What follows belongs to an exercise in optimizing a design on an open flow for small area, a short achievable clock period and few clock cycles per item; a production flow would make more cautious choices.
In this exercise RTL edits were held to simulation tests only and were not proved equivalent to the original.
Power and IR drop assume default switching activity.

==> flow/design.v (excerpt) <==
module ymodem_rx_unit (
    input  wire        clk,
    input  wire        rst,           
    input  wire        cmd_valid,
    output wire        cmd_ready,
    input  wire [15:0] cmd,
    output reg         res_valid,
    output reg  [1:0]  res_st,        
    output reg  [31:0] res_val,
    output reg  [1:0]  res_tx_n,      
    output reg  [7:0]  res_tx0,
    output reg  [7:0]  res_tx1,
    output reg  [1:0]  res_ev_n,      
    output reg  [2:0]  res_ev0,
    output reg  [2:0]  res_ev1,
    output reg  [3:0]  res_ev_code,   
    output reg         res_pay        
);
Size: ~670 cells after synthesis, about 86 I/O pins.
export LEC_CHECK = 0
export CAP_MARGIN = 20
export CORE_MARGIN = 2
export CORE_UTILIZATION = 40
export SLEW_MARGIN = 20
export BUFFER_PORTS_ARGS = -buffer_cell sky130_fd_sc_hd__buf_2
export ABC_CLOCK_PERIOD_IN_PS = 2000
export SETUP_SLACK_MARGIN = 2.25
export CTS_ARGS = -sink_clustering_enable -repair_clock_nets -buf_list {sky130_fd_sc_hd__clkbuf_4 sky130_fd_sc_hd__clkbuf_8} -dont_use_dummy_load
create_clock -name core_clock -period 4.0 [get_ports {clk}]
standard.sh (not shown) runs the stock make flow with config.mk's settings and CLKGATE_MAP_FILE= SYNTH_SCRIPT=/design/flow/synth_recipe.tcl, a recipe that flattens the netlist after the stock synthesis.
==> flow/flow/run.sh <==
#!/bin/bash
# The standard layout (standard.sh, its synthesis unchanged in its registers),
# with the extra ORFS settings of flow/extra.mk appended to config.mk.
set -o pipefail
cat flow/extra.mk >> config.mk
bash standard.sh > standard.log 2>&1
==> flow/flow/extra.mk <==
export BUFFER_PORTS_ARGS = -buffer_cell sky130_fd_sc_hd__buf_2
export DONT_USE_CELLS += sky130_fd_sc_hd__or4_1 sky130_fd_sc_hd__or4_2 sky130_fd_sc_hd__or4_4 sky130_fd_sc_hd__or4b_1 sky130_fd_sc_hd__or4b_2 sky130_fd_sc_hd__or4b_4 sky130_fd_sc_hd__or4bb_1 sky130_fd_sc_hd__or4bb_2 sky130_fd_sc_hd__or4bb_4 sky130_fd_sc_hd__nor4_1 sky130_fd_sc_hd__nor4_2 sky130_fd_sc_hd__nor4_4 sky130_fd_sc_hd__nor4b_1 sky130_fd_sc_hd__nor4b_2 sky130_fd_sc_hd__nor4b_4 sky130_fd_sc_hd__nor4bb_1 sky130_fd_sc_hd__nor4bb_2 sky130_fd_sc_hd__nor4bb_4 sky130_fd_sc_hd__or3_1 sky130_fd_sc_hd__or3_2 sky130_fd_sc_hd__or3_4 sky130_fd_sc_hd__or3b_1 sky130_fd_sc_hd__or3b_2 sky130_fd_sc_hd__or3b_4 sky130_fd_sc_hd__a2111oi_0 sky130_fd_sc_hd__a2111oi_1 sky130_fd_sc_hd__a2111oi_2 sky130_fd_sc_hd__a2111oi_4 sky130_fd_sc_hd__a2111o_1 sky130_fd_sc_hd__a2111o_2 sky130_fd_sc_hd__a2111o_4 sky130_fd_sc_hd__clkdlybuf4s50_1 sky130_fd_sc_hd__clkdlybuf4s50_2
export ABC_CLOCK_PERIOD_IN_PS = 2000
export SETUP_SLACK_MARGIN = 2.25
export CTS_ARGS = -sink_clustering_enable -repair_clock_nets -buf_list {sky130_fd_sc_hd__clkbuf_4 sky130_fd_sc_hd__clkbuf_8} -dont_use_dummy_load
Testbench counts at the start, summed over its fixed seeds: cycles 41,589, commands 41,581.
Next try:
==> flow/flow/extra.mk (replaced) <==
export BUFFER_PORTS_ARGS = -buffer_cell sky130_fd_sc_hd__buf_2
export DONT_USE_CELLS += sky130_fd_sc_hd__or4_1 sky130_fd_sc_hd__or4_2 sky130_fd_sc_hd__or4_4 sky130_fd_sc_hd__or4b_1 sky130_fd_sc_hd__or4b_2 sky130_fd_sc_hd__or4b_4 sky130_fd_sc_hd__or4bb_1 sky130_fd_sc_hd__or4bb_2 sky130_fd_sc_hd__or4bb_4 sky130_fd_sc_hd__nor4_1 sky130_fd_sc_hd__nor4_2 sky130_fd_sc_hd__nor4_4 sky130_fd_sc_hd__nor4b_1 sky130_fd_sc_hd__nor4b_2 sky130_fd_sc_hd__nor4b_4 sky130_fd_sc_hd__nor4bb_1 sky130_fd_sc_hd__nor4bb_2 sky130_fd_sc_hd__nor4bb_4 sky130_fd_sc_hd__or3_1 sky130_fd_sc_hd__or3_2 sky130_fd_sc_hd__or3_4 sky130_fd_sc_hd__or3b_1 sky130_fd_sc_hd__or3b_2 sky130_fd_sc_hd__or3b_4 sky130_fd_sc_hd__a2111oi_0 sky130_fd_sc_hd__a2111oi_1 sky130_fd_sc_hd__a2111oi_2 sky130_fd_sc_hd__a2111oi_4 sky130_fd_sc_hd__a2111o_1 sky130_fd_sc_hd__a2111o_2 sky130_fd_sc_hd__a2111o_4 sky130_fd_sc_hd__clkdlybuf4s50_1 sky130_fd_sc_hd__clkdlybuf4s50_2
export ABC_CLOCK_PERIOD_IN_PS = 2000
export SETUP_SLACK_MARGIN = 2.35
export CTS_ARGS = -sink_clustering_enable -repair_clock_nets -buf_list {sky130_fd_sc_hd__clkbuf_4 sky130_fd_sc_hd__clkbuf_8} -dont_use_dummy_load
export ABC_AREA = 1
--- a/flow/config.mk
+++ b/flow/config.mk
@@ -13,4 +13,5 @@
 export DONT_USE_CELLS += sky130_fd_sc_hd__or4_1 sky130_fd_sc_hd__or4_2 sky130_fd_sc_hd__or4_4 sky130_fd_sc_hd__or4b_1 sky130_fd_sc_hd__or4b_2 sky130_fd_sc_hd__or4b_4 sky130_fd_sc_hd__or4bb_1 sky130_fd_sc_hd__or4bb_2 sky130_fd_sc_hd__or4bb_4 sky130_fd_sc_hd__nor4_1 sky130_fd_sc_hd__nor4_2 sky130_fd_sc_hd__nor4_4 sky130_fd_sc_hd__nor4b_1 sky130_fd_sc_hd__nor4b_2 sky130_fd_sc_hd__nor4b_4 sky130_fd_sc_hd__nor4bb_1 sky130_fd_sc_hd__nor4bb_2 sky130_fd_sc_hd__nor4bb_4 sky130_fd_sc_hd__or3_1 sky130_fd_sc_hd__or3_2 sky130_fd_sc_hd__or3_4 sky130_fd_sc_hd__or3b_1 sky130_fd_sc_hd__or3b_2 sky130_fd_sc_hd__or3b_4 sky130_fd_sc_hd__a2111oi_0 sky130_fd_sc_hd__a2111oi_1 sky130_fd_sc_hd__a2111oi_2 sky130_fd_sc_hd__a2111oi_4 sky130_fd_sc_hd__a2111o_1 sky130_fd_sc_hd__a2111o_2 sky130_fd_sc_hd__a2111o_4 sky130_fd_sc_hd__clkdlybuf4s50_1 sky130_fd_sc_hd__clkdlybuf4s50_2
 export ABC_CLOCK_PERIOD_IN_PS = 2000
-export SETUP_SLACK_MARGIN = 2.25
+export SETUP_SLACK_MARGIN = 2.35
 export CTS_ARGS = -sink_clustering_enable -repair_clock_nets -buf_list {sky130_fd_sc_hd__clkbuf_4 sky130_fd_sc_hd__clkbuf_8} -dont_use_dummy_load
+export ABC_AREA = 1
Effect:
- core utilization rises by 0.66 points
- setup slack improves by 17 ps
- sequential power stays flat
- count of clock-buffer cells in the layout does not change
- total power falls by 0.66%
- routed wire length rises by 0.84%
- global-route usage rises by 0.53 points
Next try:
==> flow/flow/run.sh (replaced) <==
#!/bin/bash
# The standard layout (standard.sh), with two changes:
#  - the extra ORFS settings of flow/extra.mk are appended to config.mk;
#  - synthesis is the standard flow's synthesis script with ABC's mapping script replaced
#    by flow/abc_area.script (an area-oriented mapping); only the combinational
#    mapping changes, the registers are those of the standard synthesis.
set -o pipefail
cat flow/extra.mk >> config.mk
{
  head -n 1 synth_recipe.tcl
  cat <<EOT
proc abc {args} {
  set i [lsearch -exact \$args -script]
  if {\$i >= 0} { lset args [expr {\$i + 1}] $PWD/flow/abc_area.script }
  yosys abc {*}\$args
}
EOT
  tail -n +2 synth_recipe.tcl
} > flow_synth.tcl
sed "s|SYNTH_SCRIPT=[^ ]*|SYNTH_SCRIPT=$PWD/flow_synth.tcl|" standard.sh > flow_standard.sh
bash flow_standard.sh > standard.log 2>&1
==> flow/flow/abc_area.script (new file) <==
strash
&get -n
&st
&dch
&nf -a
&put
topo
stime -c
==> flow/flow/extra.mk (replaced) <==
export BUFFER_PORTS_ARGS = -buffer_cell sky130_fd_sc_hd__buf_2
export DONT_USE_CELLS += sky130_fd_sc_hd__or4_1 sky130_fd_sc_hd__or4_2 sky130_fd_sc_hd__or4_4 sky130_fd_sc_hd__or4b_1 sky130_fd_sc_hd__or4b_2 sky130_fd_sc_hd__or4b_4 sky130_fd_sc_hd__or4bb_1 sky130_fd_sc_hd__or4bb_2 sky130_fd_sc_hd__or4bb_4 sky130_fd_sc_hd__nor4_1 sky130_fd_sc_hd__nor4_2 sky130_fd_sc_hd__nor4_4 sky130_fd_sc_hd__nor4b_1 sky130_fd_sc_hd__nor4b_2 sky130_fd_sc_hd__nor4b_4 sky130_fd_sc_hd__nor4bb_1 sky130_fd_sc_hd__nor4bb_2 sky130_fd_sc_hd__nor4bb_4 sky130_fd_sc_hd__or3_1 sky130_fd_sc_hd__or3_2 sky130_fd_sc_hd__or3_4 sky130_fd_sc_hd__or3b_1 sky130_fd_sc_hd__or3b_2 sky130_fd_sc_hd__or3b_4 sky130_fd_sc_hd__a2111oi_0 sky130_fd_sc_hd__a2111oi_1 sky130_fd_sc_hd__a2111oi_2 sky130_fd_sc_hd__a2111oi_4 sky130_fd_sc_hd__a2111o_1 sky130_fd_sc_hd__a2111o_2 sky130_fd_sc_hd__a2111o_4 sky130_fd_sc_hd__clkdlybuf4s50_1 sky130_fd_sc_hd__clkdlybuf4s50_2
export ABC_CLOCK_PERIOD_IN_PS = 2000
export SETUP_SLACK_MARGIN = 2.25
export CTS_ARGS = -sink_clustering_enable -repair_clock_nets -root_buf sky130_fd_sc_hd__clkbuf_16 -buf_list {sky130_fd_sc_hd__clkbuf_8} -dont_use_dummy_load
export ABC_AREA = 1
--- a/flow/config.mk
+++ b/flow/config.mk
@@ -13,5 +13,5 @@
 export DONT_USE_CELLS += sky130_fd_sc_hd__or4_1 sky130_fd_sc_hd__or4_2 sky130_fd_sc_hd__or4_4 sky130_fd_sc_hd__or4b_1 sky130_fd_sc_hd__or4b_2 sky130_fd_sc_hd__or4b_4 sky130_fd_sc_hd__or4bb_1 sky130_fd_sc_hd__or4bb_2 sky130_fd_sc_hd__or4bb_4 sky130_fd_sc_hd__nor4_1 sky130_fd_sc_hd__nor4_2 sky130_fd_sc_hd__nor4_4 sky130_fd_sc_hd__nor4b_1 sky130_fd_sc_hd__nor4b_2 sky130_fd_sc_hd__nor4b_4 sky130_fd_sc_hd__nor4bb_1 sky130_fd_sc_hd__nor4bb_2 sky130_fd_sc_hd__nor4bb_4 sky130_fd_sc_hd__or3_1 sky130_fd_sc_hd__or3_2 sky130_fd_sc_hd__or3_4 sky130_fd_sc_hd__or3b_1 sky130_fd_sc_hd__or3b_2 sky130_fd_sc_hd__or3b_4 sky130_fd_sc_hd__a2111oi_0 sky130_fd_sc_hd__a2111oi_1 sky130_fd_sc_hd__a2111oi_2 sky130_fd_sc_hd__a2111oi_4 sky130_fd_sc_hd__a2111o_1 sky130_fd_sc_hd__a2111o_2 sky130_fd_sc_hd__a2111o_4 sky130_fd_sc_hd__clkdlybuf4s50_1 sky130_fd_sc_hd__clkdlybuf4s50_2
 export ABC_CLOCK_PERIOD_IN_PS = 2000
-export SETUP_SLACK_MARGIN = 2.35
-export CTS_ARGS = -sink_clustering_enable -repair_clock_nets -buf_list {sky130_fd_sc_hd__clkbuf_4 sky130_fd_sc_hd__clkbuf_8} -dont_use_dummy_load
+export SETUP_SLACK_MARGIN = 2.25
+export CTS_ARGS = -sink_clustering_enable -repair_clock_nets -root_buf sky130_fd_sc_hd__clkbuf_16 -buf_list {sky130_fd_sc_hd__clkbuf_8} -dont_use_dummy_load
 export ABC_AREA = 1
The changed run finished clean.
Utilization went up by 0.71 points.
Hold slack is worse by 28 ps.
Routed wire length went down by 10%.
Count of clock-buffer cells in the layout is unchanged.
Setup slack is worse by 20 ps.
Via count went down by 13%.
Power is about the same.
Cell area went down by 6.6%.
Next try:
==> flow/flow/run.sh (replaced) <==
#!/bin/bash
# The standard layout (standard.sh, its synthesis unchanged in its registers),
# with the extra ORFS settings of flow/extra.mk appended to config.mk.
set -o pipefail
cat flow/extra.mk >> config.mk
bash standard.sh > standard.log 2>&1
==> flow/flow/extra.mk (replaced) <==
export BUFFER_PORTS_ARGS = -buffer_cell sky130_fd_sc_hd__buf_2
export DONT_USE_CELLS += sky130_fd_sc_hd__or4_1 sky130_fd_sc_hd__or4_2 sky130_fd_sc_hd__or4_4 sky130_fd_sc_hd__or4b_1 sky130_fd_sc_hd__or4b_2 sky130_fd_sc_hd__or4b_4 sky130_fd_sc_hd__or4bb_1 sky130_fd_sc_hd__or4bb_2 sky130_fd_sc_hd__or4bb_4 sky130_fd_sc_hd__nor4_1 sky130_fd_sc_hd__nor4_2 sky130_fd_sc_hd__nor4_4 sky130_fd_sc_hd__nor4b_1 sky130_fd_sc_hd__nor4b_2 sky130_fd_sc_hd__nor4b_4 sky130_fd_sc_hd__nor4bb_1 sky130_fd_sc_hd__nor4bb_2 sky130_fd_sc_hd__nor4bb_4 sky130_fd_sc_hd__or3_1 sky130_fd_sc_hd__or3_2 sky130_fd_sc_hd__or3_4 sky130_fd_sc_hd__or3b_1 sky130_fd_sc_hd__or3b_2 sky130_fd_sc_hd__or3b_4 sky130_fd_sc_hd__a2111oi_0 sky130_fd_sc_hd__a2111oi_1 sky130_fd_sc_hd__a2111oi_2 sky130_fd_sc_hd__a2111oi_4 sky130_fd_sc_hd__a2111o_1 sky130_fd_sc_hd__a2111o_2 sky130_fd_sc_hd__a2111o_4 sky130_fd_sc_hd__clkdlybuf4s50_1 sky130_fd_sc_hd__clkdlybuf4s50_2
export ABC_CLOCK_PERIOD_IN_PS = 2000
export SETUP_SLACK_MARGIN = 2.4
export CTS_ARGS = -sink_clustering_enable -repair_clock_nets -root_buf sky130_fd_sc_hd__clkbuf_16 -buf_list {sky130_fd_sc_hd__clkbuf_8} -dont_use_dummy_load
export ABC_AREA = 1
--- a/flow/config.mk
+++ b/flow/config.mk
@@ -13,5 +13,5 @@
 export DONT_USE_CELLS += sky130_fd_sc_hd__or4_1 sky130_fd_sc_hd__or4_2 sky130_fd_sc_hd__or4_4 sky130_fd_sc_hd__or4b_1 sky130_fd_sc_hd__or4b_2 sky130_fd_sc_hd__or4b_4 sky130_fd_sc_hd__or4bb_1 sky130_fd_sc_hd__or4bb_2 sky130_fd_sc_hd__or4bb_4 sky130_fd_sc_hd__nor4_1 sky130_fd_sc_hd__nor4_2 sky130_fd_sc_hd__nor4_4 sky130_fd_sc_hd__nor4b_1 sky130_fd_sc_hd__nor4b_2 sky130_fd_sc_hd__nor4b_4 sky130_fd_sc_hd__nor4bb_1 sky130_fd_sc_hd__nor4bb_2 sky130_fd_sc_hd__nor4bb_4 sky130_fd_sc_hd__or3_1 sky130_fd_sc_hd__or3_2 sky130_fd_sc_hd__or3_4 sky130_fd_sc_hd__or3b_1 sky130_fd_sc_hd__or3b_2 sky130_fd_sc_hd__or3b_4 sky130_fd_sc_hd__a2111oi_0 sky130_fd_sc_hd__a2111oi_1 sky130_fd_sc_hd__a2111oi_2 sky130_fd_sc_hd__a2111oi_4 sky130_fd_sc_hd__a2111o_1 sky130_fd_sc_hd__a2111o_2 sky130_fd_sc_hd__a2111o_4 sky130_fd_sc_hd__clkdlybuf4s50_1 sky130_fd_sc_hd__clkdlybuf4s50_2
 export ABC_CLOCK_PERIOD_IN_PS = 2000
-export SETUP_SLACK_MARGIN = 2.25
+export SETUP_SLACK_MARGIN = 2.4
 export CTS_ARGS = -sink_clustering_enable -repair_clock_nets -root_buf sky130_fd_sc_hd__clkbuf_16 -buf_list {sky130_fd_sc_hd__clkbuf_8} -dont_use_dummy_load
 export ABC_AREA = 1
removed: flow/flow/abc_area.script
The new run went through all stages and came out clean.
Sequential power is about the same.
Setup slack is better by 92 ps.
Routed wire length went up by 11%.
Hold slack is better by 30 ps.
Final cell count climbs by 22%.
Critical path depth came out lower by 5.

## what the ideal ports hide
How much do the figures lean on ideal ports? The routed layouts below were timed once more, with nothing changed but the port constraints. Step 1, drivers: a clkbuf_16 drives clk and a buf_2 each remaining input, both assumed. Step 2 adds t to the input delays and takes it off the output delays; t is the mean of the earliest and latest rising clock arrival at the registers after step 1. Input paths then give back, and output paths get back, about the clock's delay inside the block. a / b / c = ideal ports / drivers / drivers and shift; a / b = the first two.
| run | t, ns | setup slack, ns | latest minus earliest clock arrival (ns) |
|---|---|---|---|
| the first run | 0.485 | 2.293 / 2.256 / 1.839 | 0.024 / 0.024 |
| the second run | 0.478 | 2.311 / 2.276 / 2.049 | 0.018 / 0.019 |
| the third run | 0.406 | 2.291 / 2.293 / 1.886 | 0.025 / 0.025 |
| the fourth run | 0.407 | 2.383 / 2.341 / 2.066 | 0.024 / 0.025 |
After both steps setup and hold are still met in every run listed. For the first run, which loses most, drivers alone change the setup slack by -0.037 ns; drivers and shift together by -0.454 ns.
